From an optimization exercise on the open Yosys and OpenROAD flow, aimed at small area, a short achievable clock period and few clock cycles; shortcuts taken in it are not production practice.
RTL that was checked went through simulation tests only; none was proved equivalent to the original.
Only the layout flow was run in runs 1 to 3, 6 and 7; the RTL was not checked for function there.
Power figures rest on the tool's default switching activity, not on a simulated workload.

**flow/flow/run.sh**
```bash
#!/bin/bash
# Standard layout, with the timing repair aiming for 7.5 ns of setup slack
# (a 3.5 ns path at the 11 ns clock) and the port buffers made from buf_1.
set -euo pipefail
export SETUP_SLACK_MARGIN=7.5
export BUFFER_PORTS_ARGS="-buffer_cell sky130_fd_sc_hd__buf_1"
bash standard.sh > standard.log 2>&1
```
**flow/standard.sh**
```bash
#!/bin/bash
# synth_recipe.tcl (not shown) runs the flow's synth.tcl, then flattens the netlist and writes it again
# the make line also repeats each setting of config.mk as NAME=value (left out here)
make -C /OpenROAD-flow-scripts/flow DESIGN_CONFIG=/design/flow/config.mk WORK_HOME=/design/flow/orfs CLKGATE_MAP_FILE= SYNTH_SCRIPT=/design/flow/synth_recipe.tcl "${@:-finish}"
```
**flow/config.mk**
```make
export PLATFORM = sky130hd
export DESIGN_NAME = adc_acq
export DESIGN_NICKNAME = adc_acq
export VERILOG_FILES = /design/flow/design.v
export SDC_FILE = /design/flow/constraint.sdc
export NUM_CORES = 4
export LEC_CHECK = 0
export CAP_MARGIN = 20
export CORE_MARGIN = 2
export CORE_UTILIZATION = 40
export CTS_BUF_LIST = sky130_fd_sc_hd__clkbuf_4 sky130_fd_sc_hd__clkbuf_8
export SLEW_MARGIN = 20
export TNS_END_PERCENT = 0
```
**flow/constraint.sdc**
```tcl
create_clock -name core_clock -period 11.0 [get_ports {clk}]
set_input_delay 2.2000 -clock core_clock [delete_from_list [all_inputs] [get_ports {clk}]]
set_output_delay 2.2000 -clock core_clock [all_outputs]
set_load 0.01 [all_outputs]
```
**flow/design.v**
```verilog
module adc_acq (
    input  wire        clk,
    input  wire        rst,        
    input  wire        start,
    input  wire        dev24,      
    input  wire [7:0]  n,          
    input  wire [2:0]  gain,       
    input  wire [30:0] vref_uv,    
    output reg         ready,
    input  wire        s_valid,
    input  wire [23:0] s_data,     
    input  wire        s_timeout,  
    output reg         s_ready,
    output reg         done,
    output wire [31:0] res_raw,    
    output wire [31:0] res_uv,     
    output reg         res_to      
);
    localparam [22:0] M = 23'h7fffff;
    reg         flush;      
    reg         first;      
    reg         inv;        
    reg         div;        
    reg         hv;         
    reg         fin;        
    reg         f1, f2;
    reg         abort;      
    reg         gz;         
    reg         op_dev24;
    reg  [7:0]  nd;         
    reg  [7:0]  cnt;        
    reg  [2:0]  gcnt;       
    reg  [36:0] V;          
    reg  [23:0] sreg;       
    reg  [31:0] acc;        
    reg  [59:0] P;          
    reg         neg;        
    assign res_raw = acc;
    assign res_uv  = P[31:0];
    wire take = s_valid & s_ready;
    reg  [36:0] v16;
    always @(*) begin
        case (gain)
            3'd0:    v16 = 37'd12000 * M;
            3'd1:    v16 = 37'd8000  * M;
            3'd2:    v16 = 37'd4000  * M;
            3'd3:    v16 = 37'd2000  * M;
            3'd4:    v16 = 37'd1000  * M;
            3'd5:    v16 = 37'd500   * M;
            default: v16 = 37'd8000  * M;
        endcase
    end
    wire [31:0] add_a = (fin ? {8'd0, acc[23:0]} : acc) ^ {32{inv}};
    wire [31:0] add_b = {{8{sreg[23]}}, sreg};
    wire [31:0] add_o;
    wire        add_co;
    bk_add #(32) u_acc (.a(add_a), .b(add_b), .ci(inv), .s(add_o), .co(add_co));
    wire [8:0]  d_t1 = {acc[31:24], acc[23]};
    wire [9:0]  d_s1 = {1'b0, d_t1} - {2'b00, nd};
    wire        d_q1 = ~d_s1[9];
    wire [7:0]  d_r1 = d_q1 ? d_s1[7:0] : d_t1[7:0];
    wire [8:0]  d_t2 = {d_r1, acc[22]};
    wire [9:0]  d_s2 = {1'b0, d_t2} - {2'b00, nd};
    wire        d_q2 = ~d_s2[9];
    wire [7:0]  d_r2 = d_q2 ? d_s2[7:0] : d_t2[7:0];
    wire [31:0] divout = {d_r2, acc[21:0], d_q1, d_q2};
    wire        div_step = div & gz & ~(first & neg);
    wire [39:0] h_p  = {P[37:0], 2'b00};
    wire [39:0] h_x0 = acc[0] ? {3'd0, V} : 40'd0;
    wire [39:0] h_x1 = acc[1] ? {2'd0, V, 1'b0} : 40'd0;
    wire [39:0] h_s  = h_p ^ h_x0 ^ h_x1;
    wire [39:0] h_c  = (h_p & h_x0) | (h_p & h_x1) | (h_x0 & h_x1);
    wire [39:0] h_lo;
    wire        h_co;
    bk_add #(40) u_hor (.a(h_s), .b({h_c[38:0], 1'b0}), .ci(1'b0), .s(h_lo), .co(h_co));
    wire [19:0] h_up  = P[57:38];
    wire [19:0] h_upi = h_up + 20'd1;
    wire [59:0] hsum  = {(h_co | h_c[39]) ? h_upi : h_up, h_lo};
    wire [30:0] wh = P[59:29];
    wire [22:0] f_a = wh[22:0];
    wire [22:0] f_b = P[28:6];
    wire [22:0] f_k = 23'h3fffff;
    wire [22:0] f_s = f_a ^ f_b ^ f_k;
    wire [22:0] f_c = (f_a & f_b) | (f_a & f_k) | (f_b & f_k);
    wire [22:0] f_x;
    wire        f_co;
    bk_add #(23) u_f1 (.a(f_s), .b({f_c[21:0], 1'b0}), .ci(P[5]), .s(f_x), .co(f_co));
    wire [24:0] x  = {f_c[22] & f_co, f_c[22] ^ f_co, f_x};
    wire [8:0]  sh   = {1'b0, wh[30:23]} + {7'd0, P[24:23]};
    wire [9:0]  shn  = {2'b00, wh[30:23]} + {8'd0, P[24:23]} - {9'd0, neg};
    wire [9:0]  c_lo = {1'b0, P[8:0]} + {1'b0, sh} + 10'd1;
    wire        c    = c_lo[9] & (&P[22:9]);
    wire [10:0] q_l0 = {1'b0, wh[9:0]} + {1'b0, shn};
    wire [10:0] q_l1 = {1'b0, wh[9:0]} + {1'b0, shn} + 11'd1;
    wire [10:0] q_lo = c ? q_l1 : q_l0;
    wire [21:0] q_up  = {1'b0, wh[30:10]};
    wire [21:0] q_upi = q_up + 22'd1;
    wire [21:0] q_upd = q_up - 22'd1;
    wire [31:0] q     = {(q_lo[10] & ~shn[9]) ? q_upi : (~q_lo[10] & shn[9]) ? q_upd : q_up, q_lo[9:0]};
    wire [31:0] uv = q ^ {32{neg}};
    wire [2:0] gcnt_nx = ready ? (dev24 ? ((gain == 3'd7) ? 3'd6 : (3'd6 - gain)) : 3'd0)
                               : ((gcnt != 3'd0) ? gcnt - 3'd1 : 3'd0);
    wire       last_div = div_step & (cnt == 8'd1);
    always @(posedge clk) begin
        if (take & ~s_timeout)
            sreg <= op_dev24 ? s_data : {s_data[15:0], 8'd0};
        else
            sreg <= 24'd0;
        gcnt <= gcnt_nx;
        gz   <= (gcnt_nx == 3'd0);
        if (ready)
            V <= dev24 ? {6'd0, vref_uv} : v16;
        else if (gcnt != 3'd0)
            V <= {V[35:0], 1'b0};
        if (ready) begin
            op_dev24 <= dev24;
            nd       <= n;
        end
        if (ready | abort)
            acc <= 32'd0;
        else if (div_step)
            acc <= divout;
        else
            acc <= add_o;
        if (hv)
            P <= hsum;
        else if (f1)
            P[24:0] <= x;
        else if (f2)
            P[31:0] <= uv;
        else
            P <= 60'd0;
        if (flush) neg <= add_o[31];
        inv <= (flush & add_o[31]) | (last_div & neg);
        if (ready)
            cnt <= n;
        else if (take & ~s_timeout)
            cnt <= cnt - 8'd1;
        else if (flush)
            cnt <= op_dev24 ? 8'd12 : 8'd8;
        else if (div_step)
            cnt <= cnt - 8'd1;
        if (ready)
            res_to <= 1'b0;
        else if (take & s_timeout)
            res_to <= 1'b1;
        if (rst) begin
            ready   <= 1'b1;
            s_ready <= 1'b0;
            done    <= 1'b0;
            flush   <= 1'b0;
            first   <= 1'b0;
            div     <= 1'b0;
            hv      <= 1'b0;
            fin     <= 1'b0;
            f1      <= 1'b0;
            f2      <= 1'b0;
            abort   <= 1'b0;
        end else begin
            ready   <= ready ? ~start : (f2 | abort);
            s_ready <= (ready & start & (n != 8'd0)) |
                       (s_ready & ~(take & (s_timeout | (cnt == 8'd1))));
            flush   <= take & ~s_timeout & (cnt == 8'd1);
            first   <= flush | (first & ~neg & ~div_step);
            div     <= flush | (div & ~last_div);
            hv      <= div_step;
            fin     <= last_div;
            f1      <= fin;
            f2      <= f1;
            abort   <= (ready & start & (n == 8'd0)) | (take & s_timeout);
            done    <= f2 | abort;
        end
    end
endmodule
module bk_add #(parameter W = 32) (
    input  wire [W-1:0] a,
    input  wire [W-1:0] b,
    input  wire         ci,
    output wire [W-1:0] s,
    output wire         co
);
    localparam L = (W <= 2) ? 1 : (W <= 4) ? 2 : (W <= 8) ? 3 : (W <= 16) ? 4 : (W <= 32) ? 5 : 6;
    wire [W-1:0] p0 = a ^ b;
    wire [W-1:0] g0 = a & b;
    wire [W-1:0] gp [0:2*L];
    wire [W-1:0] pp [0:2*L];
    genvar i, l;
    generate
        for (i = 0; i < W; i = i + 1) begin : init
            if (i == 0) begin : b0
                assign gp[0][i] = g0[0] | (p0[0] & ci);
                assign pp[0][i] = 1'b0;
            end else begin : bi
                assign gp[0][i] = g0[i];
                assign pp[0][i] = p0[i];
            end
        end
        for (l = 0; l < L; l = l + 1) begin : up
            for (i = 0; i < W; i = i + 1) begin : b
                if (((i + 1) % (2 << l)) == 0) begin : n
                    assign gp[l+1][i] = gp[l][i] | (pp[l][i] & gp[l][i - (1 << l)]);
                    assign pp[l+1][i] = pp[l][i] & pp[l][i - (1 << l)];
                end else begin : w
                    assign gp[l+1][i] = gp[l][i];
                    assign pp[l+1][i] = pp[l][i];
                end
            end
        end
        for (l = L - 1; l >= 1; l = l - 1) begin : dn
            for (i = 0; i < W; i = i + 1) begin : b
                if (((i + 1) % (1 << l)) == (1 << (l - 1)) && (i + 1) > (1 << l)) begin : n
                    assign gp[2*L-l][i] = gp[2*L-l-1][i] | (pp[2*L-l-1][i] & gp[2*L-l-1][i - (1 << (l-1))]);
                    assign pp[2*L-l][i] = pp[2*L-l-1][i] & pp[2*L-l-1][i - (1 << (l-1))];
                end else begin : w
                    assign gp[2*L-l][i] = gp[2*L-l-1][i];
                    assign pp[2*L-l][i] = pp[2*L-l-1][i];
                end
            end
        end
    endgenerate
    wire [W-1:0] c = gp[2*L-1];    
    assign s  = p0 ^ {c[W-2:0], ci};
    assign co = c[W-1];
endmodule
```
==> results.sh, run 1 <==
export IMPL_wl_met2_um=22000
export IMPL_rr_endpoint="P[28]"
export IMPL_clk_pin_slew_ps=110
export IMPL_synth_area_leader_cell="edfxtp_1"
export IMPL_r2r_cells=20
export IMPL_highest_layer="met5"
export IMPL_path_max_fanout=5
export IMPL_synth_xor_area_share_pct=9.19
export IMPL_ys_top_cells_by_count="190 x inv_1, 187 x ha_1, 140 x nor2_1"
export IMPL_cts_sinks=188
export IMPL_grt_max_degree=72
export IMPL_preCtsSetupSlack_ps=5570
export IMPL_synth_edf_count=90
export IMPL_die_width_um=211
export IMPL_portBuffers=139
export IMPL_hp_class="reg -> reg"
export IMPL_final_max_slew_violation_count=0
export IMPL_wl_met3_um=3020
export IMPL_outcome="finished clean"
export IMPL_grt_first_pass_wirelength_um=76800
export IMPL_synth_area_um2=17100
export IMPL_yosys_top_cells_area="edfxtp_1 16%, ha_1 14%, dfxtp_1 11%, fa_1 10%, xnor2_1 6.4%"
export IMPL_synthMuxAreaShare_pct=2.81
export IMPL_initialDrtViolationCount=981
export IMPL_synth_net_count=2220
export IMPL_final_hold_viol_count=0
export IMPL_wl_met1_um=23400
export IMPL_ctsHtreeMaxLevel=4
export IMPL_endpoint_kind="register"
export IMPL_reg2reg_from="P[24]"
export IMPL_drive_gt1_share_pct=9.02
export IMPL_max_slew_margin_pct=26.3
export IMPL_row_count=75
export IMPL_crit_start="P[24]"
export IMPL_tritoncts="yes"
export IMPL_syn_avg_cell_area_um2=9.13
export IMPL_initial_core_util_pct=40.6
export IMPL_crit_required_ps=11290
export IMPL_ys_types=79
export IMPL_grt_overflow=0
export IMPL_p_per_area_nw_per_um2=76.7
export IMPL_min_period_ps=4950
export IMPL_drtAntennaViolNets=0
export IMPL_holdPathStages=2
export IMPL_route_vias_total=13800
export IMPL_worstSetupEndpoint="P[28]"
export IMPL_crit_arrival_ps=5240
export IMPL_clkLatencyLatePin_ps=540
export IMPL_grt_use_total_pct=22.5
export IMPL_synth_most_common_cell="inv_1"
export IMPL_instances_no_fill=2535
export IMPL_vdd_ir_drop_worst_mv=0.0812
export IMPL_netlist_instances=1874
export IMPL_gp_congestion=0.890
export IMPL_yosys_area_share_adder_pct=23.8
export IMPL_synth_flop_cell="dfxtp_1"
export IMPL_rsz0062_at_grt="yes"
export IMPL_clockBufferDepth=2
export IMPL_core_area_um2=42100
export IMPL_syn_to_final_growth_pct=11.4
export IMPL_wl_um=49900
export IMPL_synthArstFlopShare_pct=0
export IMPL_cts_root_buf="clkbuf_8"
export IMPL_final_nets=2328
export IMPL_synth_top_family_by_area="adder cells"
export IMPL_grt_pass1_vias=13400
export IMPL_layout_setup_ws_ps=6050
export IMPL_yosys_warnings=4
export IMPL_clock_fmax_mhz=202
export IMPL_synth_seq_cells=188
export IMPL_tns_ps=0
export IMPL_cap_violations=0
export IMPL_crit_type="reg -> reg"
export IMPL_r2r_slack_ps=6050
export IMPL_startpoint_type="register"
export IMPL_die_y_um=211
export IMPL_synth_compound_area_share_pct=14.5
export IMPL_cts_hold_buffers=0
export IMPL_yosysSeqAreaShare_pct=27.3
export IMPL_fp_dieArea_um2=44500
export IMPL_io_pins=140
export IMPL_finalPower_mw=1.46
export IMPL_hpwl_um=37900
export IMPL_placed_cells=2461
export IMPL_synth_top_area_share_pct=15.8
export IMPL_period_share_pct=45.0
export IMPL_synthSimpleGateAreaFrac_pct=15.2
export IMPL_leakagePower_nw=8.51
export IMPL_skew_ps=16.1
export IMPL_drc=0
export IMPL_cts_made_buffers=17
export IMPL_firstDrtPassIters=5
export IMPL_setup_violations=0
export IMPL_wire_per_inst_um=19.7
export IMPL_antenna_found_initial=1
export IMPL_worst_slew_pin_slew_ps=1110
export IMPL_via_per_inst=5.46
what timing repair did:
item                       in CTS  in global routing
pin swaps                      21                 17
setup endpoints to repair      94                101
gates cloned                    2                  0
setup buffers                  32                  7
gates resized for setup        42                 15
cell usage in the layout (no fill, tap or decap), types with 32 or more instances in the layout:
| master | count |
|---|---|
| fa_1 | 86 |
| edfxtp_1 | 90 |
| ha_1 | 180 |
| xor2_1 | 51 |
| xnor2_1 | 123 |
| buf_1 | 139 |
| inv_1 | 184 |
| o21ai_0 | 70 |
| nand2_1 | 103 |
| dfxtp_1 | 94 |
| a21o_1 | 32 |
| buf_4 | 45 |
| a21oi_1 | 107 |
| nor2_1 | 139 |
| and2_1 | 83 |
sequential cells by signal, summed over array words and instances, names as in the netlist:
register	flops
acc	32
neg	1
done	1
cnt	8
fin	1
hv	1
f1	1
sreg	24
res_to	1
f2	1
gz	1
op_dev24	1
first	1
P	60
ready	1
V	37
div	1
flush	1
inv	1
nd	8
gcnt	3
abort	1
s_ready	1
worst max-delay path, cell delays in order (launching register included):
cell      delay, ps
dfxtp_4         430
inv_1           130
ha_4            320
inv_1            50
ha_1            280
a21o_1          160
a21oi_4          80
o311a_1         300
xnor2_1         140
ha_1            250
or2_2           320
o41a_1          470
buf_4           190
a311oi_4        300
nor3_4          110
buf_6           140
nor3_4          210
buf_4           170
nor2_2           40
or3_1           370
a32o_1          250
layout make-up:
class                           count  area (um2)
Sequential cell                   188        4670
Clock inverter                     14         170
Tap cell                          539         674
Inverter                          191         723
Timing Repair Buffer              192         997
Fill cell                        4102       23100
Multi-Input combinational cell   1392       11600
Antenna cell                        1        2.50
Clock buffer                       18         248
kinds of logic after synthesis:
family	after synthesis
compound gates	378
xor+xnor	178
fa+ha+maj	274
buf+inv	295
flops	188
mux	46
simple gates	515
metrics by stage:
step                      utilization [%]  hold WS [ps]  cell area, um2
after floorplan                         -           449           17200
after global placement               42.7           458           18000
after detailed placement             42.7           453           18000
after CTS                            44.9           478           18900
after global routing                 45.2           501           19100
final                                45.3           484           19100
worst min path at each step:
stage | end | slack (ps) | from
3_5_place_dp | res_to | 450 | res_to
6_report | res_to | 480 | res_to
3_3_place_gp | res_to | 460 | res_to
2_1_floorplan | done | 450 | abort
5_1_grt | res_to | 500 | res_to
4_1_cts | res_to | 480 | res_to
routing by layer:
layer  global-route usage, %  vias to the layer above
li1                        -                     6640
met2                    34.8                      407
met5                       0                        -
met4                    7.55                        2
met1                    31.8                     6715
met3                    3.90                       81
power breakdown:
group | switching [mW] | internal [mW] | leakage (nW)
registers | 0.0319 | 0.773 | 1.79
clock network | 0.297 | 0.218 | 0.218
logic | 0.0833 | 0.0607 | 6.50
==> inputs of run 2 (changes only) <==
==> flow/flow/run.sh (replaced) <==
#!/bin/bash
# Standard layout, with the timing repair aiming for 7.2 ns of setup slack
# (a 3.8 ns path at the 11 ns clock) and the port buffers made from buf_2.
set -euo pipefail
export SETUP_SLACK_MARGIN=7.2
export BUFFER_PORTS_ARGS="-buffer_cell sky130_fd_sc_hd__buf_2"
bash standard.sh > standard.log 2>&1
==> run 2 against run 1 <==
  * Still clean
  * Fmax up 1.5%
  * Synthesized area unchanged
  * Synthesized cell count unchanged
  * Setup slack better by 74 ps
  * Combinational power up 3%
  * Critical path type unchanged
  * Highest routed layer unchanged
==> results.sh, run 2 <==
export IMPL_outcome="finished clean"
export IMPL_drc=0
export IMPL_die_y_um=211
export IMPL_initialDrtViolationCount=967
export IMPL_grt_overflow=0
export IMPL_largest_reg_flops=60
export IMPL_firstDrtPassIters=6
export IMPL_crit_required_ps=11280
export IMPL_worst_slew_pin_slew_ps=1100
export IMPL_top_regs="P x60, V x37, acc x32"
export IMPL_synth_net_count=2220
export IMPL_synth_seq_cells=188
export IMPL_cap_violations=0
export IMPL_drive_gt1_share_pct=16.2
export IMPL_die_width_um=211
export IMPL_startpoint_type="register"
export IMPL_grt_use_total_pct=22.5
export IMPL_antenna_found_initial=1
export IMPL_synthArstFlopShare_pct=0
export IMPL_n_antenna_cell=0
export IMPL_finalPower_mw=1.48
export IMPL_row_count=75
export IMPL_yosys_warnings=4
export IMPL_ys_top_cells_by_count="190 x inv_1, 187 x ha_1, 140 x nor2_1"
export IMPL_gp_congestion=0.878
export IMPL_via_per_inst=5.48
export IMPL_critical_path_max_stage_delay_ps=470
export IMPL_p_per_area_nw_per_um2=76.9
export IMPL_netlist_instances=1874
export IMPL_initial_core_util_pct=40.6
export IMPL_clk_pin_slew_ps=110
export IMPL_io_pins=140
export IMPL_cts_root_buf="clkbuf_8"
export IMPL_rsz0062_at_grt="yes"
export IMPL_cts_made_buffers=17
export IMPL_synth_top_area_share_pct=15.8
export IMPL_cpMostUsedCell="inv_2"
export IMPL_clockBufferDepth=2
export IMPL_largest_register="P"
export IMPL_final_hold_viol_count=0
export IMPL_period_share_pct=44.3
export IMPL_min_from="res_to"
export IMPL_setup_violations=0
export IMPL_min_period_ps=4880
export IMPL_portBuffers=139
export IMPL_grt_first_pass_wirelength_um=76900
export IMPL_leakagePower_nw=9.03
export IMPL_crit_arrival_ps=5160
export IMPL_ctsHtreeMaxLevel=4
export IMPL_hp_class="reg -> reg"
export IMPL_synth_flop_cell="dfxtp_1"
export IMPL_fp_dieArea_um2=44500
export IMPL_vdd_ir_drop_worst_mv=0.0821
export IMPL_route_vias_total=13900
export IMPL_cts_sinks=188
export IMPL_r2r_cells=28
export IMPL_final_max_slew_violation_count=0
export IMPL_ys_types=79
export IMPL_crit_type="reg -> reg"
export IMPL_path_max_fanout=4
export IMPL_tns_ps=0
export IMPL_skew_ps=18.0
export IMPL_syn_avg_cell_area_um2=9.13
export IMPL_synth_most_common_cell="inv_1"
export IMPL_rr_endpoint="P[30]"
export IMPL_min_to="res_to"
export IMPL_syn_to_final_growth_pct=12.5
export IMPL_cts_hold_buffers=0
export IMPL_crit_start="P[52]"
export IMPL_yosys_top_cells_area="edfxtp_1 16%, ha_1 14%, dfxtp_1 11%, fa_1 10%, xnor2_1 6.4%"
export IMPL_clock_fmax_mhz=205
export IMPL_layout_commonest_cell="inv_1"
export IMPL_core_area_um2=42100
export IMPL_hpwl_um=38000
export IMPL_reg2reg_from="P[52]"
export IMPL_r2r_slack_ps=6120
export IMPL_yosysSeqAreaShare_pct=27.3
export IMPL_cpMaxStageDelayCell="edfxtp_1"
export IMPL_grt_max_degree=77
export IMPL_final_nets=2330
export IMPL_synth_area_leader_cell="edfxtp_1"
export IMPL_wire_per_inst_um=19.8
export IMPL_synth_edf_count=90
export IMPL_max_slew_margin_pct=26.9
export IMPL_mostFrequentLayoutCells="184 x inv_1, 179 x ha_1, 139 x buf_2, 138 x nor2_1, 122 x xnor2_1"
export IMPL_clkLatencyLatePin_ps=530
export IMPL_wl_um=50100
export IMPL_tritoncts="yes"
export IMPL_grt_pass1_vias=13700
export IMPL_synth_area_um2=17100
export IMPL_holdPathStages=2
export IMPL_endpoint_kind="register"
export IMPL_drtAntennaViolNets=0
[run 2: cell counts after synthesis]
No cell type changed its count.
[run 2: critical path: cells and delay by family, from the launching register on]
kind,cells,cell delay [ps]
xor gates and xnor gates,3,500
DFF,1,470
AOI/OAI and AO/OA,8,1210
adders and majority gates,4,1030
and+or+nand+nor,5,520
buffers and inverters,8,880
[run 2: final cells by class]
class | count | area, um2
inverter | 191 | 721
fill | 4055 | 22900
sequential | 188 | 4670
clock inverter | 14 | 200
timing repair buffer | 194 | 1170
tap | 539 | 674
multi-input combinational | 1392 | 11600
clock buffer | 18 | 241
[run 2: report_power, final]
group | internal [mW] | switching [mW]
Combinational | 0.0640 | 0.0838
Sequential | 0.773 | 0.0315
Clock | 0.238 | 0.290
Total | 1.07 | 0.405
[run 2: worst max path at each step]
stage                   end  slack, ps  cells past startpoint
floorplan             P[28]       6480                     19
global placement    acc[25]       5740                     20
detailed placement  acc[25]       5600                     20
CTS                   P[28]       6210                     18
global route          P[28]       5950                     23
finish                P[30]       6120                     28
[run 2: per-stage QoR]
step / hold WS [ps] / setup slack [ps] / std cells / cell area [um2] / utilization, %
finish: 487 / 6120 / 2536 / 19200 / 45.7
global route: 511 / 5950 / 2536 / 19200 / 45.7
CTS: 491 / 6210 / 2528 / 19100 / 45.3
detailed placement: 473 / 5600 / 2461 / 18200 / 43.1
global placement: 457 / 5740 / 2461 / 18200 / 43.1
floorplan: 449 / 6480 / 1874 / 17200 / -
[run 2: cells by family (layout without fill, tap and decap cells)]
family / Yosys count / count (layout) / synth area share (%)
multiplexers: 46 / 46 / 2.81
buffers and inverters: 295 / 417 / 7.23
AND/OR/NAND/NOR: 515 / 515 / 15.2
flip-flops: 188 / 188 / 27.3
XOR/XNOR: 178 / 178 / 9.19
AO/OA/AOI/OAI: 378 / 379 / 14.5
adder cells (fa/ha/maj): 274 / 274 / 23.8
[run 2: per-layer routing]
metal | GRT usage [%] | routed length (um) | up-vias
met5 | 0 | 16 | -
met4 | 7.19 | 1170 | 2
met3 | 4.04 | 3050 | 71
met2 | 35.0 | 22200 | 460
met1 | 31.7 | 23600 | 6727
li1 | - | - | 6641
[run 2: timing repair]
action,CTS,global route
hold endpoints to repair,0,0
endpoints found under the setup margin,74,78
pin swaps,18,13
cloned,1,1
buffers inserted,34,7
gates resized for setup,35,20
==> inputs of run 3 (changes only) <==
--- a/flow/design.v
+++ b/flow/design.v
@@ -23,7 +23,7 @@
     reg         div;        
     reg         hv;         
     reg         fin;        
-    reg         f1, f2;
+    reg         f1, f2, f3;
     reg         abort;      
     reg         gz;         
     reg         op_dev24;
@@ -38,18 +38,7 @@
     assign res_raw = acc;
     assign res_uv  = P[31:0];
     wire take = s_valid & s_ready;
-    reg  [36:0] v16;
-    always @(*) begin
-        case (gain)
-            3'd0:    v16 = 37'd12000 * M;
-            3'd1:    v16 = 37'd8000  * M;
-            3'd2:    v16 = 37'd4000  * M;
-            3'd3:    v16 = 37'd2000  * M;
-            3'd4:    v16 = 37'd1000  * M;
-            3'd5:    v16 = 37'd500   * M;
-            default: v16 = 37'd8000  * M;
-        endcase
-    end
+    wire [36:0] v16 = (gain == 3'd0) ? 37'd375 * M : 37'd125 * M;
     wire [31:0] add_a = (fin ? {8'd0, acc[23:0]} : acc) ^ {32{inv}};
     wire [31:0] add_b = {{8{sreg[23]}}, sreg};
     wire [31:0] add_o;
@@ -90,15 +79,28 @@
     wire [9:0]  shn  = {2'b00, wh[30:23]} + {8'd0, P[24:23]} - {9'd0, neg};
     wire [9:0]  c_lo = {1'b0, P[8:0]} + {1'b0, sh} + 10'd1;
     wire        c    = c_lo[9] & (&P[22:9]);
-    wire [10:0] q_l0 = {1'b0, wh[9:0]} + {1'b0, shn};
-    wire [10:0] q_l1 = {1'b0, wh[9:0]} + {1'b0, shn} + 11'd1;
-    wire [10:0] q_lo = c ? q_l1 : q_l0;
+    wire [10:0] q_lo  = {1'b0, wh[9:0]} + {1'b0, P[9:0]} + {10'd0, P[10]};
     wire [21:0] q_up  = {1'b0, wh[30:10]};
     wire [21:0] q_upi = q_up + 22'd1;
     wire [21:0] q_upd = q_up - 22'd1;
-    wire [31:0] q     = {(q_lo[10] & ~shn[9]) ? q_upi : (~q_lo[10] & shn[9]) ? q_upd : q_up, q_lo[9:0]};
+    wire [31:0] q     = {(q_lo[10] & ~P[9]) ? q_upi : (~q_lo[10] & P[9]) ? q_upd : q_up, q_lo[9:0]};
     wire [31:0] uv = q ^ {32{neg}};
-    wire [2:0] gcnt_nx = ready ? (dev24 ? ((gain == 3'd7) ? 3'd6 : (3'd6 - gain)) : 3'd0)
+    reg  [2:0] gsh;    
+    always @(*) begin
+        case ({dev24, gain})
+            4'b0000: gsh = 3'd5;
+            4'b0001: gsh = 3'd6;
+            4'b0010: gsh = 3'd5;
+            4'b0011: gsh = 3'd4;
+            4'b0100: gsh = 3'd3;
+            4'b0101: gsh = 3'd2;
+            4'b0110: gsh = 3'd6;
+            4'b0111: gsh = 3'd6;
+            4'b1111: gsh = 3'd6;
+            default: gsh = 3'd6 - gain;
+        endcase
+    end
+    wire [2:0] gcnt_nx = ready ? gsh
                                : ((gcnt != 3'd0) ? gcnt - 3'd1 : 3'd0);
     wire       last_div = div_step & (cnt == 8'd1);
     always @(posedge clk) begin
@@ -127,6 +129,8 @@
         else if (f1)
             P[24:0] <= x;
         else if (f2)
+            P[10:0] <= {c, shn};
+        else if (f3)
             P[31:0] <= uv;
         else
             P <= 60'd0;
@@ -155,9 +159,10 @@
             fin     <= 1'b0;
             f1      <= 1'b0;
             f2      <= 1'b0;
+            f3      <= 1'b0;
             abort   <= 1'b0;
         end else begin
-            ready   <= ready ? ~start : (f2 | abort);
+            ready   <= ready ? ~start : (f3 | abort);
             s_ready <= (ready & start & (n != 8'd0)) |
                        (s_ready & ~(take & (s_timeout | (cnt == 8'd1))));
             flush   <= take & ~s_timeout & (cnt == 8'd1);
@@ -167,8 +172,9 @@
             fin     <= last_div;
             f1      <= fin;
             f2      <= f1;
+            f3      <= f2;
             abort   <= (ready & start & (n == 8'd0)) | (take & s_timeout);
-            done    <= f2 | abort;
+            done    <= f3 | abort;
         end
     end
 endmodule
==> run 3 against run 2 <==
  * Still clean
  * Clock skew is 3.3 ps higher
  * Combinational power is 8% lower
  * Synthesized area is 0.88% lower
  * Sequential power hardly changed
  * Count of clock-buffer cells in the layout stayed put
  * Setup slack better by 780 ps
  * Cell count is 0.43% higher
  * Utilization is 0.41 points lower
  * Fmax is 19% higher
  * Sequential share of layout area is 1.3 points higher
  * Routed wire length is 0.70% lower
  * Worst hold slack worse by 30 ps
  * Largest power group unchanged
==> results.sh, run 3 <==
export IMPL_outcome="finished clean"
export IMPL_period_share_pct=37.3
export IMPL_io_pins=140
export IMPL_p_per_area_nw_per_um2=75.1
export IMPL_placed_cells=2470
export IMPL_top_regs="P x60, V x37, acc x32"
export IMPL_startpoint_type="register"
export IMPL_tritoncts="yes"
export IMPL_max_slew_margin_pct=26.8
export IMPL_core_area_um2=41900
export IMPL_worst_slew_pin_slew_ps=1090
export IMPL_path_max_fanout=10
export IMPL_cap_violations=0
export IMPL_grt_overflow=0
export IMPL_die_y_um=210
export IMPL_largest_reg_flops=60
export IMPL_post_route_util_pct=45.3
export IMPL_largest_register="P"
export IMPL_die_width_um=210
export IMPL_drc=0
export IMPL_netlist_instances=1885
export IMPL_route_vias_total=13700
export IMPL_min_period_ps=4100
export IMPL_grt_pass1_vias=13500
export IMPL_preCtsSetupSlack_ps=6410
export IMPL_mostFrequentLayoutCells="223 x inv_1, 179 x nand2_1, 178 x ha_1, 140 x buf_2, 120 x nor2_1"
export IMPL_synth_flop_cell="edfxtp_1"
export IMPL_drtAntennaViolNets=0
export IMPL_synth_net_count=2226
export IMPL_initialDrtViolationCount=868
export IMPL_final_hold_viol_count=0
export IMPL_crit_required_ps=11280
export IMPL_cts_hold_buffers=0
export IMPL_design_area_um2=19000
export IMPL_rsz0062_at_grt="yes"
export IMPL_final_max_slew_violation_count=0
export IMPL_ys_types=75
export IMPL_hpwl_um=38000
export IMPL_endpoint_kind="register"
export IMPL_leakagePower_nw=8.92
export IMPL_cts_sinks=189
export IMPL_syn_to_final_growth_pct=11.9
export IMPL_syn_avg_cell_area_um2=9.00
export IMPL_synth_area_um2=17000
export IMPL_layout_commonest_cell="inv_1"
export IMPL_synth_top_area_share_pct=18.4
export IMPL_portBuffers=139
export IMPL_synth_edf_count=104
export IMPL_synth_seq_cells=189
export IMPL_gp_congestion=0.985
export IMPL_synth_area_leader_cell="edfxtp_1"
export IMPL_cts_root_buf="clkbuf_8"
export IMPL_clockBufferDepth=2
export IMPL_clkLatencyLatePin_ps=540
export IMPL_layout_setup_ws_ps=6900
export IMPL_yosys_top_cells_area="edfxtp_1 18%, ha_1 13%, fa_1 10%, dfxtp_1 10%, xnor2_1 6.0%"
export IMPL_firstDrtPassIters=5
export IMPL_wire_per_inst_um=19.5
export IMPL_holdWs_ps=457
export IMPL_yosysSeqAreaShare_pct=28.4
export IMPL_final_nets=2336
export IMPL_setup_violations=0
export IMPL_grt_first_pass_wirelength_um=76200
export IMPL_row_count=75
export IMPL_synth_most_common_cell="inv_1"
export IMPL_vdd_ir_drop_worst_mv=0.126
export IMPL_antenna_found_initial=0
export IMPL_tns_ps=0
export IMPL_dpl_instance_area_um2=17900
export IMPL_hp_class="reg -> reg"
export IMPL_skew_ps=21.3
export IMPL_via_per_inst=5.39
export IMPL_finalPower_mw=1.43
export IMPL_clk_pin_slew_ps=120
export IMPL_crit_arrival_ps=4380
export IMPL_grt_use_total_pct=22.6
export IMPL_clock_fmax_mhz=244
export IMPL_crit_type="reg -> reg"
export IMPL_instances_no_fill=2547
export IMPL_cts_made_buffers=17
export IMPL_fp_dieArea_um2=44100
export IMPL_n_antenna_cell=0
export IMPL_grt_max_degree=79
export IMPL_yosys_warnings=4
export IMPL_synthArstFlopShare_pct=0
export IMPL_ys_top_cells_by_count="232 x inv_1, 181 x ha_1, 181 x nand2_1"
export IMPL_ctsHtreeMaxLevel=4
export IMPL_initial_core_util_pct=40.4
export IMPL_wl_um=49700
export IMPL_drive_gt1_share_pct=15.0
run 3: what timing repair did:
item                                    CTS  global route
cloned                                    0             1
hold endpoints to repair                  0             0
pin swaps                                22            11
endpoints found under the setup margin   63            59
buffers inserted                         35             8
gates resized for setup                  52            10
run 3: cell type report:
type,count,area [um2]
fill,4134,23000
multi-input combinational,1359,11000
sequential,189,4850
timing repair buffer,195,1250
inverter,233,878
tap,539,674
clock buffer,18,241
clock inverter,14,135
run 3: power by group:
part	internal, mW	leakage [nW]	switching [mW]
logic	0.0595	6.87	0.0769
registers	0.775	1.86	0.0279
clock network	0.187	0.193	0.299
run 3: kinds of logic after synthesis:
kind of cell             share of synthesized area, %
AND/OR/NAND/NOR                                  14.0
buffers and inverters                            8.23
XOR/XNOR                                         8.88
multiplexers                                     1.62
AO/OA/AOI/OAI                                    15.1
adder cells (fa/ha/maj)                          23.8
flip-flops                                       28.4
run 3: final timing paths:
path	to	slack, ps	start	cells after the start
setup / recovery	P[19]	6900	acc[1]	18
hold / removal	res_to	460	res_to	2
setup reg to reg	P[19]	6900	acc[1]	18
hold reg to reg	res_to	460	res_to	2
run 3: worst max-delay path, stage by stage, from the launching register on:
cell,delay (ps)
dfxtp_4,430
buf_4,160
clkbuf_16,170
and2_1,140
ha_1,180
ha_2,180
fa_2,380
a211oi_4,270
o21ai_2,120
and2_4,160
a21oi_2,110
nor2b_1,70
nand2_1,60
or4b_4,460
a21o_1,210
fa_2,350
xor2_2,170
a22oi_1,150
o21ai_1,80
run 3: per-layer routing:
metal  GRT usage, %  routed length (um)
met5              0                   0
met4           7.48                1460
met3           4.66                2910
met2           38.2               24100
met1           28.9               21300
==> inputs of run 4 (changes only) <==
--- a/flow/design.v
+++ b/flow/design.v
@@ -31,7 +31,6 @@
     reg  [7:0]  cnt;        
     reg  [2:0]  gcnt;       
     reg  [36:0] V;          
-    reg  [23:0] sreg;       
     reg  [31:0] acc;        
     reg  [59:0] P;          
     reg         neg;        
@@ -40,7 +39,8 @@
     wire take = s_valid & s_ready;
     wire [36:0] v16 = (gain == 3'd0) ? 37'd375 * M : 37'd125 * M;
     wire [31:0] add_a = (fin ? {8'd0, acc[23:0]} : acc) ^ {32{inv}};
-    wire [31:0] add_b = {{8{sreg[23]}}, sreg};
+    wire [23:0] smp   = P[59:36] & {24{s_ready | flush}};
+    wire [31:0] add_b = {{8{smp[23]}}, smp};
     wire [31:0] add_o;
     wire        add_co;
     bk_add #(32) u_acc (.a(add_a), .b(add_b), .ci(inv), .s(add_o), .co(add_co));
@@ -104,10 +104,6 @@
                                : ((gcnt != 3'd0) ? gcnt - 3'd1 : 3'd0);
     wire       last_div = div_step & (cnt == 8'd1);
     always @(posedge clk) begin
-        if (take & ~s_timeout)
-            sreg <= op_dev24 ? s_data : {s_data[15:0], 8'd0};
-        else
-            sreg <= 24'd0;
         gcnt <= gcnt_nx;
         gz   <= (gcnt_nx == 3'd0);
         if (ready)
@@ -132,6 +128,8 @@
             P[10:0] <= {c, shn};
         else if (f3)
             P[31:0] <= uv;
+        else if (take & ~s_timeout)    
+            P <= {op_dev24 ? s_data : {s_data[15:0], 8'd0}, 36'd0};
         else
             P <= 60'd0;
         if (flush) neg <= add_o[31];
==> run 4 against run 3 <==
  * Routed wire length rose by 2.7%
  * Critical path depth down 4
  * Register-to-register slack about the same
  * Cell count fell by 0.82%
  * Total power shrank 3.8%
  * Non-clock buffer count is 10 higher
  * Sequential cell count fell by 24
  * First-iteration DRC count up 20%
  * Fmax is essentially flat
  * Clock skew barely moved
==> results.sh, run 4 <==
export IMPL_outcome="finished clean"
export IMPL_drtAntennaViolNets=0
export IMPL_row_count=74
export IMPL_wl_um=51100
export IMPL_gp_congestion=0.911
export IMPL_cts_root_buf="clkbuf_8"
export IMPL_mostFrequentLayoutCells="229 x inv_1, 180 x ha_1, 178 x nand2_1, 139 x buf_2, 111 x nor2_1"
export IMPL_grt_first_pass_wirelength_um=78500
export IMPL_period_share_pct=37.3
export IMPL_syn_to_final_growth_pct=12.6
export IMPL_netlist_instances=1859
export IMPL_firstDrtPassIters=7
export IMPL_largest_register="P"
export IMPL_switching_share_pct=27.6
export IMPL_largest_reg_flops=60
export IMPL_yosys_warnings=4
export IMPL_core_area_um2=40800
export IMPL_instances_no_fill=2526
export IMPL_power_frac_seq_pct=52.6
export IMPL_combPwrFrac_pct=12.5
export IMPL_vdd_ir_drop_worst_mv=0.0706
export IMPL_min_period_ps=4100
export IMPL_crit_arrival_ps=4380
export IMPL_crit_type="reg -> reg"
export IMPL_die_width_um=207
export IMPL_layout_setup_ws_ps=6900
export IMPL_die_y_um=207
export IMPL_reg2reg_from="acc[0]"
export IMPL_path_cells="buf_4 -> buf_16 -> and2_1 -> fa_1 -> ha_4 -> and4_1 -> and3_1 -> nand2_1 -> or4_4 -> nand2_2 -> a21oi_2 -> o21ai_1 -> fa_1 -> a22o_1"
export IMPL_preCtsSetupSlack_ps=6200
export IMPL_initial_core_util_pct=40.4
export IMPL_io_pins=140
export IMPL_r2r_slack_ps=6900
export IMPL_p_per_area_nw_per_um2=73.7
export IMPL_initialDrtViolationCount=1042
export IMPL_clock_fmax_mhz=244
export IMPL_fp_dieArea_um2=42900
export IMPL_synth_top_area_share_pct=18.9
export IMPL_rr_endpoint="P[38]"
export IMPL_tns_ps=0
export IMPL_hpwl_um=39700
export IMPL_synth_net_count=2200
export IMPL_grt_overflow=0
export IMPL_cpMaxStageDelayCell="or4_4"
export IMPL_p_int_mw=0.992
export IMPL_yosysSeqAreaShare_pct=26.3
export IMPL_portBuffers=139
export IMPL_cts_made_buffers=17
export IMPL_synth_area_leader_cell="edfxtp_1"
export IMPL_drc=0
export IMPL_cts_hold_buffers=0
export IMPL_synth_most_common_cell="inv_1"
export IMPL_n_antenna_cell=0
export IMPL_clockBufferDepth=2
export IMPL_path_max_fanout=21
export IMPL_worst_slew_pin_slew_ps=1110
export IMPL_crit_family="simple AND/OR/NAND/NOR gates"
export IMPL_cpMostUsedCell="fa_1"
export IMPL_clk_pin_slew_ps=90
export IMPL_cap_violations=0
export IMPL_final_hold_viol_count=0
export IMPL_synth_edf_count=104
export IMPL_r2r_cells=14
export IMPL_worstSetupEndpoint="P[38]"
export IMPL_synth_area_um2=16500
export IMPL_rsz0062_at_grt="yes"
export IMPL_via_per_inst=5.43
export IMPL_fill_cells=3971
export IMPL_crit_required_ps=11280
export IMPL_drive_gt1_share_pct=15.9
export IMPL_placed_cells=2438
export IMPL_yosys_top_cells_area="edfxtp_1 19%, ha_1 14%, fa_1 11%, dfxtp_1 7.4%, xnor2_1 5.7%"
export IMPL_ctsHtreeMaxLevel=4
export IMPL_leakagePower_nw=8.61
export IMPL_power_switching_mw=0.378
export IMPL_worstPathBufferInverterCount=2
export IMPL_grt_use_total_pct=23.6
export IMPL_synthArstFlopShare_pct=0
export IMPL_cp_num_cells=14
export IMPL_hp_class="reg -> reg"
export IMPL_finalPower_mw=1.37
export IMPL_max_slew_margin_pct=26.0
export IMPL_critical_path_max_stage_delay_ps=540
export IMPL_wire_per_inst_um=20.2
export IMPL_synth_flop_cell="edfxtp_1"
export IMPL_clkLatencyLatePin_ps=520
export IMPL_ys_top_cells_by_count="233 x inv_1, 181 x ha_1, 179 x nand2_1"
export IMPL_crit_start="acc[0]"
export IMPL_cts_sinks=165
export IMPL_post_route_util_pct=45.5
export IMPL_route_vias_total=13700
export IMPL_endpoint_kind="register"
export IMPL_syn_avg_cell_area_um2=8.88
export IMPL_min_from="res_to"
export IMPL_ys_types=79
export IMPL_layout_commonest_cell="inv_1"
export IMPL_tritoncts="yes"
export IMPL_skew_ps=21.5
export IMPL_top_regs="P x60, V x37, acc x32"
export IMPL_antenna_found_initial=0
export IMPL_final_max_slew_violation_count=0
export IMPL_setup_violations=0
export IMPL_startpoint_type="register"
export IMPL_grt_pass1_vias=13500
export IMPL_clkPwrFrac_pct=34.9
export IMPL_final_nets=2322
export IMPL_synth_seq_cells=165
export IMPL_grt_max_degree=50
-- run 4: cell count changes after synthesis, sizes merged, moves of 7 or more --
cell | before | now
dfxtp | 85 | 61
o22ai | 13 | 24
nor3 | 18 | 28
xnor2 | 117 | 107
xor2 | 55 | 64
a21o | 27 | 20
nor2b | 16 | 23
-- run 4: logic make-up after synthesis --
kind of cell / share of synthesized area [%]
AND/OR/NAND/NOR: 14.4
multiplexers: 1.83
flip-flops: 26.3
buffers and inverters: 8.53
AO/OA/AOI/OAI: 15.5
XOR/XNOR: 9.07
adder cells (fa/ha/maj): 24.4
-- run 4: final cells by class --
| cell class | instances | area (um2) | share of cell area, % |
|---|---|---|---|
| Tap cell | 532 | 666 | 3.58 |
| Inverter | 234 | 888 | 4.78 |
| Multi-Input combinational cell | 1358 | 11000 | 59.0 |
| Timing Repair Buffer | 205 | 1300 | 6.97 |
| Clock inverter | 8 | 98.8 | 0.532 |
| Clock buffer | 24 | 305 | 1.64 |
| Sequential cell | 165 | 4370 | 23.5 |
-- run 4: worst reg2reg max path, cell delays in order, from the launching register on --
cell	delay, ps
dfxtp_4	390
buf_4	160
buf_16	150
and2_1	180
fa_1	520
ha_4	300
and4_1	210
and3_1	250
nand2_1	70
or4_4	540
nand2_2	140
a21oi_2	80
o21ai_1	190
fa_1	430
a22o_1	230
-- run 4: timing repair --
item | 4_1_cts | 5_1_grt
setup endpoints to repair | 70 | 60
endpoints found under the hold margin | 0 | 0
gates cloned | 0 | 1
pin swaps | 11 | 19
buffers inserted | 28 | 27
gates resized for setup | 35 | 28
-- run 4: through the flow --
step / hold WS, ps / cell area, um2
detailed placement: 445 / 17500
global placement: 447 / 17500
CTS: 466 / 18300
floorplan: 449 / 16600
finish: 465 / 18600
global route: 492 / 18600
-- run 4: metal layers --
| layer | part of all wire (%) | global-route usage (%) |
|---|---|---|
| met5 | 0 | 0 |
| met4 | 2.2 | 7.14 |
| met3 | 6.2 | 4.02 |
| met2 | 45 | 37.1 |
| met1 | 46 | 33.2 |
-- run 4: worst min path at each step --
stage	to	depth (start not counted)
3_3_place_gp	res_to	2
5_1_grt	res_to	2
4_1_cts	res_to	2
2_1_floorplan	done	2
6_report	res_to	2
3_5_place_dp	res_to	2
-- run 4: power by group through the flow --
stage          Clock, mW  Combinational, mW  Sequential [mW]
2_1_floorplan          0              0.115            0.720
3_3_place_gp           0              0.156            0.737
3_5_place_dp           0              0.159            0.738
4_1_cts            0.488              0.165            0.722
5_1_grt            0.512              0.192            0.726
6_report           0.478              0.171            0.721
Testbench counts of run 4, summed over its fixed seeds: cycles 89,746.
==> inputs of run 5 (changes only) <==
==> flow/flow/run.sh (replaced) <==
#!/bin/bash
# Standard layout, with the timing repair aiming for 7.5 ns of setup slack
# (a 3.5 ns path at the 11 ns clock) and the port buffers made from buf_1.
set -euo pipefail
export SETUP_SLACK_MARGIN=7.5
export BUFFER_PORTS_ARGS="-buffer_cell sky130_fd_sc_hd__buf_1"
bash standard.sh > standard.log 2>&1
==> run 5 against run 4 <==
  * Setup slack better by 86 ps
  * Die area unchanged
  * Critical path type unchanged
  * Worst hold slack about the same
  * Still clean on timing, DRC and antenna
  * First-iteration DRC count up 8.5%
==> results.sh, run 5 <==
export IMPL_outcome="finished clean"
export IMPL_clkLatencyLatePin_ps=530
export IMPL_fill_cells=3970
export IMPL_grt_overflow=0
export IMPL_synth_most_common_cell="inv_1"
export IMPL_layout_commonest_cell="inv_1"
export IMPL_drc=0
export IMPL_synth_flop_cell="edfxtp_1"
export IMPL_final_max_slew_violation_count=0
export IMPL_grt_use_total_pct=23.7
export IMPL_ys_types=79
export IMPL_n_antenna_cell=0
export IMPL_power_switching_mw=0.397
export IMPL_period_share_pct=36.5
export IMPL_top_regs="P x60, V x37, acc x32"
export IMPL_tns_ps=0
export IMPL_min_to="res_to"
export IMPL_switching_share_pct=29.0
export IMPL_leakagePower_nw=8.19
export IMPL_clock_fmax_mhz=249
export IMPL_cts_made_buffers=17
export IMPL_min_from="res_to"
export IMPL_placed_cells=2438
export IMPL_preCtsSetupSlack_ps=6220
export IMPL_ys_top_cells_by_count="233 x inv_1, 181 x ha_1, 179 x nand2_1"
export IMPL_critical_path_max_stage_delay_ps=550
export IMPL_synth_seq_cells=165
export IMPL_rr_endpoint="P[23]"
export IMPL_largest_reg_flops=60
export IMPL_largest_register="P"
export IMPL_gp_congestion=0.904
export IMPL_synth_area_leader_cell="edfxtp_1"
export IMPL_synth_edf_count=104
export IMPL_die_width_um=207
export IMPL_synth_top_area_share_pct=18.9
export IMPL_synth_net_count=2200
export IMPL_final_seq_area_um2=4380
export IMPL_synthArstFlopShare_pct=0
export IMPL_grt_max_degree=50
export IMPL_path_cells="inv_1 -> ha_1 -> inv_1 -> fa_2 -> a211oi_2 -> nor2_1 -> or4_4 -> a31oi_4 -> a21oi_2 -> o41ai_2 -> o21a_1 -> o21ai_2 -> fa_2 -> ha_4 -> nand2_1 -> o221ai_1"
export IMPL_p_int_mw=0.971
export IMPL_endpoint_kind="register"
export IMPL_clkPwrFrac_pct=34.7
export IMPL_design_area_um2=18700
export IMPL_clk_pin_slew_ps=100
export IMPL_cts_sinks=165
export IMPL_row_count=74
export IMPL_layout_setup_ws_ps=6980
export IMPL_wire_per_inst_um=20.2
export IMPL_yosysSeqAreaShare_pct=26.3
export IMPL_cap_violations=0
export IMPL_fp_dieArea_um2=42900
export IMPL_initialDrtViolationCount=1131
export IMPL_worst_slew_pin_slew_ps=1160
export IMPL_portBuffers=139
export IMPL_p_per_area_nw_per_um2=73.3
export IMPL_ctsHtreeMaxLevel=4
export IMPL_mostFrequentLayoutCells="224 x inv_1, 178 x nand2_1, 175 x ha_1, 139 x buf_1, 112 x nor2_1"
export IMPL_firstDrtPassIters=7
export IMPL_dpl_instance_area_um2=17300
export IMPL_rsz0062_at_grt="yes"
export IMPL_via_per_inst=5.49
export IMPL_antenna_found_initial=1
export IMPL_crit_arrival_ps=4270
export IMPL_r2r_slack_ps=6980
export IMPL_skew_ps=16.2
export IMPL_hp_class="reg -> reg"
export IMPL_drive_gt1_share_pct=11.0
export IMPL_clockBufferDepth=2
export IMPL_crit_required_ps=11260
export IMPL_startpoint_type="register"
export IMPL_drtAntennaViolNets=0
export IMPL_combPwrFrac_pct=12.6
export IMPL_netlist_instances=1859
export IMPL_hpwl_um=39600
export IMPL_yosys_warnings=4
export IMPL_multi_input_area_um2=11100
export IMPL_vdd_ir_drop_worst_mv=0.0764
export IMPL_reg2reg_from="P[7]"
export IMPL_path_max_fanout=4
export IMPL_core_area_um2=40800
export IMPL_route_vias_total=14000
export IMPL_tritoncts="yes"
export IMPL_syn_to_final_growth_pct=13.0
export IMPL_cts_root_buf="clkbuf_8"
export IMPL_final_nets=2339
export IMPL_yosys_top_cells_area="edfxtp_1 19%, ha_1 14%, fa_1 11%, dfxtp_1 7.4%, xnor2_1 5.7%"
export IMPL_r2r_cells=16
export IMPL_cpMaxStageDelayCell="or4_4"
export IMPL_final_hold_viol_count=0
export IMPL_grt_pass1_vias=13600
export IMPL_syn_avg_cell_area_um2=8.88
export IMPL_max_slew_margin_pct=22.8
export IMPL_crit_type="reg -> reg"
export IMPL_setup_violations=0
export IMPL_holdPathStages=2
export IMPL_wl_um=51500
export IMPL_synth_area_um2=16500
export IMPL_die_y_um=207
export IMPL_instances_no_fill=2543
export IMPL_power_frac_seq_pct=52.7
export IMPL_io_pins=140
export IMPL_initial_core_util_pct=40.4
export IMPL_min_period_ps=4020
export IMPL_grt_first_pass_wirelength_um=78900
run 5: cell counts after synthesis:
Identical to the previous run, type by type.
run 5: per-layer routing:
metal  vias to the layer above  part of all wire (%)  wire length, um  global-route usage (%)
met4                         0                   2.5             1270                    7.56
met1                      6765                    46            23900                    33.5
met5                         -                     0                0                       0
met3                        79                   6.0             3110                    3.62
met2                       483                    45            23200                    37.0
li1                       6637                     -                -                       -
run 5: layout make-up:
type	count	share of cell area, %
clock buffer	18	1.33
clock inverter	14	0.804
inverter	234	4.77
multi-input combinational	1359	59.5
sequential	165	23.5
tap	532	3.57
timing repair buffer	221	6.56
run 5: power groups by stage:
stage	logic (mW)	registers [mW]	clock network (mW)
CTS	0.164	0.721	0.484
floorplan	0.115	0.720	0
global route	0.192	0.726	0.504
detailed placement	0.156	0.737	0
global placement	0.153	0.736	0
finish	0.173	0.721	0.474
run 5: worst max-delay path by stage:
stage,end,start
after global placement,P[38],acc[0]
after floorplan,P[23],P[29]
after CTS,P[24],P[29]
after detailed placement,acc[31],inv
final,P[23],P[7]
after global routing,acc[31],flush
run 5: kinds of logic (layout without fill, tap and decap cells):
kind of cell / after synthesis / in the layout / share of synthesized area, %
AND/OR/NAND/NOR: 502 / 503 / 14.4
AO/OA/AOI/OAI: 386 / 387 / 15.5
buffers and inverters: 337 / 487 / 8.53
adder cells (fa/ha/maj): 269 / 269 / 24.4
XOR/XNOR: 171 / 171 / 9.07
flip-flops: 165 / 165 / 26.3
multiplexers: 29 / 29 / 1.83
run 5: timing repair:
item / CTS / global route
hold buffers: 0 / 0
cloned: 1 / 1
pin swaps: 20 / 30
setup endpoints to repair: 79 / 101
resized for setup: 49 / 44
setup buffers: 28 / 43
hold endpoints to repair: 0 / 0
run 5: critical path, delay by kind of cell, from the launching register on:
kind                       cells  cell delay, ps
adders and majority gates      4            1320
buffers and inverters          2             150
DFF                            1             410
AOI/OAI and AO/OA              7            1160
and+or+nand+nor                3             690
run 5: per-stage QoR:
stage	power [mW]	hold slack, ps	utilization (%)
2_1_floorplan	0.835	449	-
3_3_place_gp	0.889	452	42.3
4_1_cts	1.37	468	44.4
6_report	1.37	465	45.7
3_5_place_dp	0.893	447	42.3
5_1_grt	1.42	494	45.7
==> inputs of run 6 (changes only) <==
--- a/flow/design.v
+++ b/flow/design.v
@@ -105,7 +105,7 @@
     wire       last_div = div_step & (cnt == 8'd1);
     always @(posedge clk) begin
         gcnt <= gcnt_nx;
-        gz   <= (gcnt_nx == 3'd0);
+        gz   <= (gcnt_nx <= 3'd1);    
         if (ready)
             V <= dev24 ? {6'd0, vref_uv} : v16;
         else if (gcnt != 3'd0)
--- a/flow/config.mk
+++ b/flow/config.mk
@@ -5,6 +5,7 @@
 export SDC_FILE = /design/flow/constraint.sdc
 export NUM_CORES = 4
 export LEC_CHECK = 0
+export ABC_AREA = 1
 export CAP_MARGIN = 20
 export CORE_MARGIN = 2
 export CORE_UTILIZATION = 40
==> run 6 against run 5 <==
  * Via count grew 16%
  * Total power is essentially flat
  * Sequential cell count is the same
  * Fmax grew 10%
  * Die area grew 5.9%
  * First-iteration DRC count grew 8.3%
  * Clock skew grew 4.3 ps
  * Setup slack gained 370 ps
  * Combinational power grew 7%
  * Synthesized cell count grew 26%
  * Clock power shrank 1%
  * Non-clock buffer count grew 2
  * Critical path type is now reg -> out
  * Highest routed layer unchanged
==> results.sh, run 6 <==
export IMPL_layout_setup_ws_ps=7350
export IMPL_hp_class="reg -> reg"
export IMPL_clk_pin_slew_ps=100
export IMPL_combPwrFrac_pct=13.5
export IMPL_ys_types=59
export IMPL_wire_per_inst_um=19.1
export IMPL_initialDrtViolationCount=1225
export IMPL_initial_core_util_pct=40.6
export IMPL_synth_most_common_cell="nand2_1"
export IMPL_p_int_mw=0.946
export IMPL_synth_flop_cell="edfxtp_1"
export IMPL_clkLatencyLatePin_ps=530
export IMPL_crit_arrival_ps=1450
export IMPL_grt_overflow=0
export IMPL_multi_input_area_um2=11700
export IMPL_finalPower_mw=1.37
export IMPL_syn_avg_cell_area_um2=7.50
export IMPL_layout_commonest_cell="nand2_1"
export IMPL_rsz0062_at_grt="yes"
export IMPL_yosys_warnings=4
export IMPL_cts_root_buf="clkbuf_8"
export IMPL_synth_area_leader_cell="edfxtp_1"
export IMPL_mostFrequentLayoutCells="525 x nand2_1, 373 x inv_1, 177 x nor2_1, 167 x ha_1"
export IMPL_placed_cells=2969
export IMPL_synth_edf_count=104
export IMPL_core_area_um2=43200
export IMPL_synth_top_area_share_pct=17.8
export IMPL_final_max_slew_violation_count=0
export IMPL_crit_required_ps=8800
export IMPL_fill_cells=4419
export IMPL_via_per_inst=5.25
export IMPL_vdd_ir_drop_worst_mv=0.0824
export IMPL_preCtsSetupSlack_ps=6160
export IMPL_cts_made_buffers=17
export IMPL_drive_gt1_share_pct=11.0
export IMPL_path_cells="buf_6 -> buf_16 -> buf_4 -> buf_6"
export IMPL_holdWs_ps=463
export IMPL_largest_register="P"
export IMPL_holdPathStages=2
export IMPL_cts_hold_buffers=0
export IMPL_row_count=76
export IMPL_reg2reg_from="acc[1]"
export IMPL_worst_slew_pin_slew_ps=1000
export IMPL_r2r_cells=16
export IMPL_route_vias_total=16200
export IMPL_endpoint_kind="primary output"
export IMPL_ys_top_cells_by_count="550 x nand2_1, 389 x inv_1, 186 x nor2_1"
export IMPL_die_width_um=213
export IMPL_setup_violations=0
export IMPL_clock_fmax_mhz=274
export IMPL_grt_first_pass_wirelength_um=88400
export IMPL_path_max_fanout=10
export IMPL_yosys_top_cells_area="edfxtp_1 18%, ha_1 13%, nand2_1 12%, fa_1 10%, inv_1 8.3%"
export IMPL_antenna_found_initial=0
export IMPL_synth_seq_cells=165
export IMPL_io_pins=140
export IMPL_syn_to_final_growth_pct=14.6
export IMPL_die_y_um=213
export IMPL_cap_violations=0
export IMPL_synthArstFlopShare_pct=0
export IMPL_instances_no_fill=3074
export IMPL_outcome="finished clean"
export IMPL_final_hold_viol_count=0
export IMPL_leakagePower_nw=9.88
export IMPL_min_period_ps=3650
export IMPL_n_antenna_cell=0
export IMPL_synth_area_um2=17500
export IMPL_grt_max_degree=55
export IMPL_min_to="res_to"
export IMPL_final_seq_area_um2=4370
export IMPL_crit_type="reg -> out"
export IMPL_ctsHtreeMaxLevel=4
export IMPL_switching_share_pct=30.8
export IMPL_largest_reg_flops=60
export IMPL_drtAntennaViolNets=0
export IMPL_p_per_area_nw_per_um2=68.1
export IMPL_period_share_pct=33.2
export IMPL_skew_ps=20.5
export IMPL_portBuffers=139
export IMPL_wl_um=58800
export IMPL_fp_dieArea_um2=45500
export IMPL_r2r_slack_ps=7350
export IMPL_min_from="res_to"
export IMPL_rr_endpoint="P[19]"
export IMPL_grt_use_total_pct=25.7
export IMPL_tns_ps=0
export IMPL_hpwl_um=44600
export IMPL_power_frac_seq_pct=52.4
export IMPL_clockBufferDepth=2
export IMPL_top_regs="P x60, V x37, acc x32"
export IMPL_yosysSeqAreaShare_pct=24.8
export IMPL_netlist_instances=2336
export IMPL_cts_sinks=165
export IMPL_tritoncts="yes"
export IMPL_cpMaxStageDelayCell="dfxtp_4"
export IMPL_power_switching_mw=0.422
export IMPL_clkPwrFrac_pct=34.1
export IMPL_gp_congestion=0.974
export IMPL_grt_pass1_vias=15700
export IMPL_cpMostUsedCell="buf_6"
export IMPL_critical_path_max_stage_delay_ps=380
export IMPL_synth_net_count=2680
export IMPL_firstDrtPassIters=5
export IMPL_startpoint_type="register"
export IMPL_drc=0
export IMPL_max_slew_margin_pct=33.2
export IMPL_final_nets=2820
-- run 6: cell count changes after synthesis, sizes merged, moves of 15 or more --
cell    previous run  this run
and2              31         1
nand2b            18         0
nor2b             23         1
mux2i             20         0
inv              233       393
xor2              64        85
clkbuf            58        43
xnor2            107        56
nand3             32       146
nand2            179       554
and3              15         0
nor2             115       190
a211oi            31        15
a21oi            110        95
-- run 6: timing repair --
| item | CTS | global route |
|---|---|---|
| pin swaps | 23 | 46 |
| cloned | 4 | 1 |
| buffers inserted | 35 | 33 |
| gates resized for setup | 97 | 86 |
| endpoints found under the setup margin | 74 | 71 |
-- run 6: cell type report --
| cell class | instances | area share [%] |
|---|---|---|
| Sequential cell | 165 | 21.8 |
| Tap cell | 585 | 3.65 |
| Clock inverter | 13 | 0.679 |
| Clock buffer | 19 | 1.24 |
| Timing Repair Buffer | 223 | 6.73 |
| Multi-Input combinational cell | 1671 | 58.4 |
| Inverter | 398 | 7.55 |
-- run 6: how the worst max path moves through the flow --
stage,startpoint,end,slack [ps],cells after the start
after floorplan,acc[1],P[39],7460,21
after global placement,acc[0],P[55],6220,18
after detailed placement,acc[0],P[54],6160,18
after CTS,acc[1],P[12],7430,17
after global routing,acc[0],P[30],7220,19
final,acc[0],res_raw[0],7350,4
-- run 6: through the flow --
stage	util, %	instance area (um2)
after floorplan	-	17500
after global placement	42.4	18300
after detailed placement	42.4	18300
after CTS	45.1	19500
after global routing	46.5	20100
final	46.5	20100
-- run 6: cell families (layout without fill, tap and decap cells) --
kind of cell	Yosys count	count (layout)	share of synthesized area, %
xor+xnor	141	141	7.05
flops	165	165	24.8
simple gates	959	959	22.9
fa+ha+maj	272	272	23.2
buf+inv	500	653	11.7
compound gates	299	299	10.4
-- run 6: per-layer routing --
layer,share of wire [%],routed length [um],track usage (%)
met5,0,0,0
met4,3.0,1780,8.84
met3,5.9,3470,3.25
met2,48,28300,43.8
met1,43,25200,33.6
-- run 6: worst max-delay path: cells and delay by family, from the launching register on --
family,cells,cell delay [ps]
buffers and inverters,4,550
flip-flops,1,380
-- run 6: power by group through the flow --
stage	Clock [mW]	Combinational (mW)	Sequential, mW
global route	0.496	0.207	0.719
finish	0.467	0.185	0.716
floorplan	0	0.122	0.716
CTS	0.478	0.177	0.717
detailed placement	0	0.171	0.732
global placement	0	0.168	0.732
==> inputs of run 7 (changes only) <==
--- a/flow/design.v
+++ b/flow/design.v
@@ -123,9 +123,9 @@
         if (hv)
             P <= hsum;
         else if (f1)
-            P[24:0] <= x;
+            P[28:0] <= {4'd0, x};               
         else if (f2)
-            P[10:0] <= {c, shn};
+            P[28:0] <= {18'd0, c, shn};
         else if (f3)
             P[31:0] <= uv;
         else if (take & ~s_timeout)    
==> run 7 against run 6 <==
  * Still clean on timing, DRC and antenna
  * Count of clock-buffer cells in the layout down 1
  * Global-route usage down 1.0 points
  * Sequential power down 1%
  * Clock power down 5.4%
  * Utilization down 1.3 points
  * Synthesized area down 0.81%
  * Combinational power down 7%
  * Sequential share of layout area down 0.30 points
  * Non-clock buffer count down 26
  * Setup slack better by 25 ps
  * Clock skew down 2.5 ps
  * Routed wire length down 4.4%
  * Critical path type is now reg -> reg
  * Critical endpoint is now P[37]
==> results.sh, run 7 <==
export IMPL_crit_arrival_ps=3910
export IMPL_final_hold_viol_count=0
export IMPL_grt_pass1_vias=15200
export IMPL_path_max_fanout=8
export IMPL_ys_types=58
export IMPL_portBuffers=139
export IMPL_tritoncts="yes"
export IMPL_yosys_top_cells_area="edfxtp_1 15%, ha_1 13%, nand2_1 12%, fa_1 10%, dfxtp_1 9.1%"
export IMPL_crit_required_ps=11290
export IMPL_antenna_found_initial=0
export IMPL_grt_use_total_pct=24.7
export IMPL_fill_cells=4477
export IMPL_wl_um=56200
export IMPL_clockBufferDepth=2
export IMPL_grt_first_pass_wirelength_um=84600
export IMPL_die_width_um=212
export IMPL_cts_made_buffers=17
export IMPL_synth_seq_cells=165
export IMPL_leakagePower_nw=9.77
export IMPL_hp_class="reg -> reg"
export IMPL_max_slew_margin_pct=41.0
export IMPL_synth_net_count=2674
export IMPL_ys_top_cells_by_count="534 x nand2_1, 385 x inv_1, 187 x ha_1"
export IMPL_post_route_util_pct=45.2
export IMPL_synth_most_common_cell="nand2_1"
export IMPL_synth_edf_count=86
export IMPL_cts_root_buf="clkbuf_8"
export IMPL_route_vias_total=15700
export IMPL_finalPower_mw=1.32
export IMPL_initialDrtViolationCount=1120
export IMPL_design_area_um2=19400
export IMPL_io_pins=140
export IMPL_gp_congestion=0.944
export IMPL_critical_path_max_stage_delay_ps=570
export IMPL_top_regs="P x60, V x37, acc x32"
export IMPL_mostFrequentLayoutCells="511 x nand2_1, 371 x inv_1, 173 x nor2_1, 172 x ha_1, 149 x nand3_1"
export IMPL_synth_area_um2=17400
export IMPL_syn_to_final_growth_pct=12.0
export IMPL_cts_hold_buffers=0
export IMPL_clkLatencyLatePin_ps=540
export IMPL_synth_top_area_share_pct=14.9
export IMPL_holdPathStages=2
export IMPL_skew_ps=18.0
export IMPL_cpMostUsedCell="nand2_1"
export IMPL_synthArstFlopShare_pct=0
export IMPL_synth_area_leader_cell="edfxtp_1"
export IMPL_setup_violations=0
export IMPL_vdd_ir_drop_worst_mv=0.0830
export IMPL_r2r_cells=20
export IMPL_grt_max_degree=53
export IMPL_drive_gt1_share_pct=8.65
export IMPL_cap_violations=0
export IMPL_crit_family="adder cells"
export IMPL_period_share_pct=32.9
export IMPL_firstDrtPassIters=5
export IMPL_grt_overflow=0
export IMPL_outcome="finished clean"
export IMPL_tns_ps=0
export IMPL_netlist_instances=2327
export IMPL_rsz0062_at_grt="yes"
export IMPL_startpoint_type="register"
export IMPL_crit_type="reg -> reg"
export IMPL_die_y_um=212
export IMPL_p_per_area_nw_per_um2=68.0
export IMPL_ctsHtreeMaxLevel=4
export IMPL_via_per_inst=5.18
export IMPL_dpl_instance_area_um2=18200
export IMPL_preCtsSetupSlack_ps=6790
export IMPL_clock_fmax_mhz=276
export IMPL_multi_input_area_um2=11500
export IMPL_row_count=76
export IMPL_cp_num_cells=20
export IMPL_final_nets=2785
export IMPL_n_antenna_cell=0
export IMPL_core_area_um2=43000
export IMPL_synth_flop_cell="edfxtp_1"
export IMPL_min_period_ps=3620
export IMPL_cts_sinks=165
export IMPL_endpoint_kind="register"
export IMPL_worst_slew_pin_slew_ps=884
export IMPL_hpwl_um=42600
export IMPL_final_seq_area_um2=4180
export IMPL_drtAntennaViolNets=0
export IMPL_path_cells="buf_12 -> buf_16 -> nand2_1 -> inv_2 -> fa_1 -> ha_4 -> buf_4 -> a21o_1 -> nand2_1 -> nand2_1 -> nand2_1 -> nand2_1 -> a21oi_2 -> nand2_4 -> inv_2 -> o21bai_1 -> buf_4 -> fa_2 -> xnor2_1 -> o22ai_1"
export IMPL_fp_dieArea_um2=45100
export IMPL_yosysSeqAreaShare_pct=24.0
export IMPL_syn_avg_cell_area_um2=7.47
export IMPL_largest_register="P"
export IMPL_layout_setup_ws_ps=7380
export IMPL_clk_pin_slew_ps=110
export IMPL_largest_reg_flops=60
export IMPL_layout_commonest_cell="nand2_1"
export IMPL_final_max_slew_violation_count=0
export IMPL_yosys_warnings=4
export IMPL_worstPathBufferInverterCount=6
export IMPL_wire_per_inst_um=18.5
export IMPL_cpMaxStageDelayCell="fa_1"
export IMPL_initial_core_util_pct=40.4
export IMPL_drc=0
==> run 7: what timing repair did <==
action | 4_1_cts | 5_1_grt
pin swaps | 9 | 47
gates cloned | 1 | 5
resized for setup | 38 | 78
endpoints found under the setup margin | 78 | 78
buffers inserted | 15 | 23
==> run 7: per-layer routing <==
| layer | track usage (%) | vias to the layer above | share of wire, % |
|---|---|---|---|
| met4 | 11.1 | 0 | 4.7 |
| met3 | 3.32 | 112 | 5.6 |
| met2 | 41.8 | 458 | 48 |
| met1 | 31.3 | 7489 | 42 |
| li1 | - | 7678 | - |
| met5 | 0 | - | 0 |
==> run 7: area by class of cell <==
cell class,count,share of cell area (%)
repair buffers,197,5.93
flip-flops and latches,165,21.5
clock inverters,14,0.585
multi-input cells,1665,59.3
clock buffers,18,1.27
well taps,585,3.76
inverters,392,7.62
==> run 7: kinds of logic (layout without fill, tap and decap cells) <==
kind of cell	after synthesis	count (layout)	share of synthesized area [%]
simple gates	957	957	23.3
buf+inv	497	621	11.8
compound gates	296	296	10.4
fa+ha+maj	275	275	23.6
flops	165	165	24.0
xor+xnor	137	137	6.91
==> run 7: worst min-delay path, cell delays in order, from the launching register on <==
cell and delay [ps]:
dfxtp_1 330, inv_1 50, a21oi_1 60
==> run 7: final timing paths <==
kind | start | end | slack [ps]
max | acc[1] | P[37] | 7380
min | res_to | res_to | 480
max reg2reg | acc[1] | P[37] | 7380
min reg2reg | res_to | res_to | 480
==> run 7: power by group <==
part / leakage (nW) / internal (mW) / switching [mW] / total (mW)
clock network: 0.191 / 0.168 / 0.274 / 0.442
registers: 1.59 / 0.677 / 0.0304 / 0.708
logic: 7.99 / 0.0627 / 0.109 / 0.172
total: 9.77 / 0.908 / 0.414 / 1.32
==> run 7: stage by stage <==
| stage | hold WS [ps] | std cells |
|---|---|---|
| after floorplan | 447 | 2327 |
| after global placement | 456 | 2960 |
| after detailed placement | 459 | 2960 |
| after CTS | 483 | 3008 |
| after global routing | 493 | 3036 |
| final | 482 | 3036 |
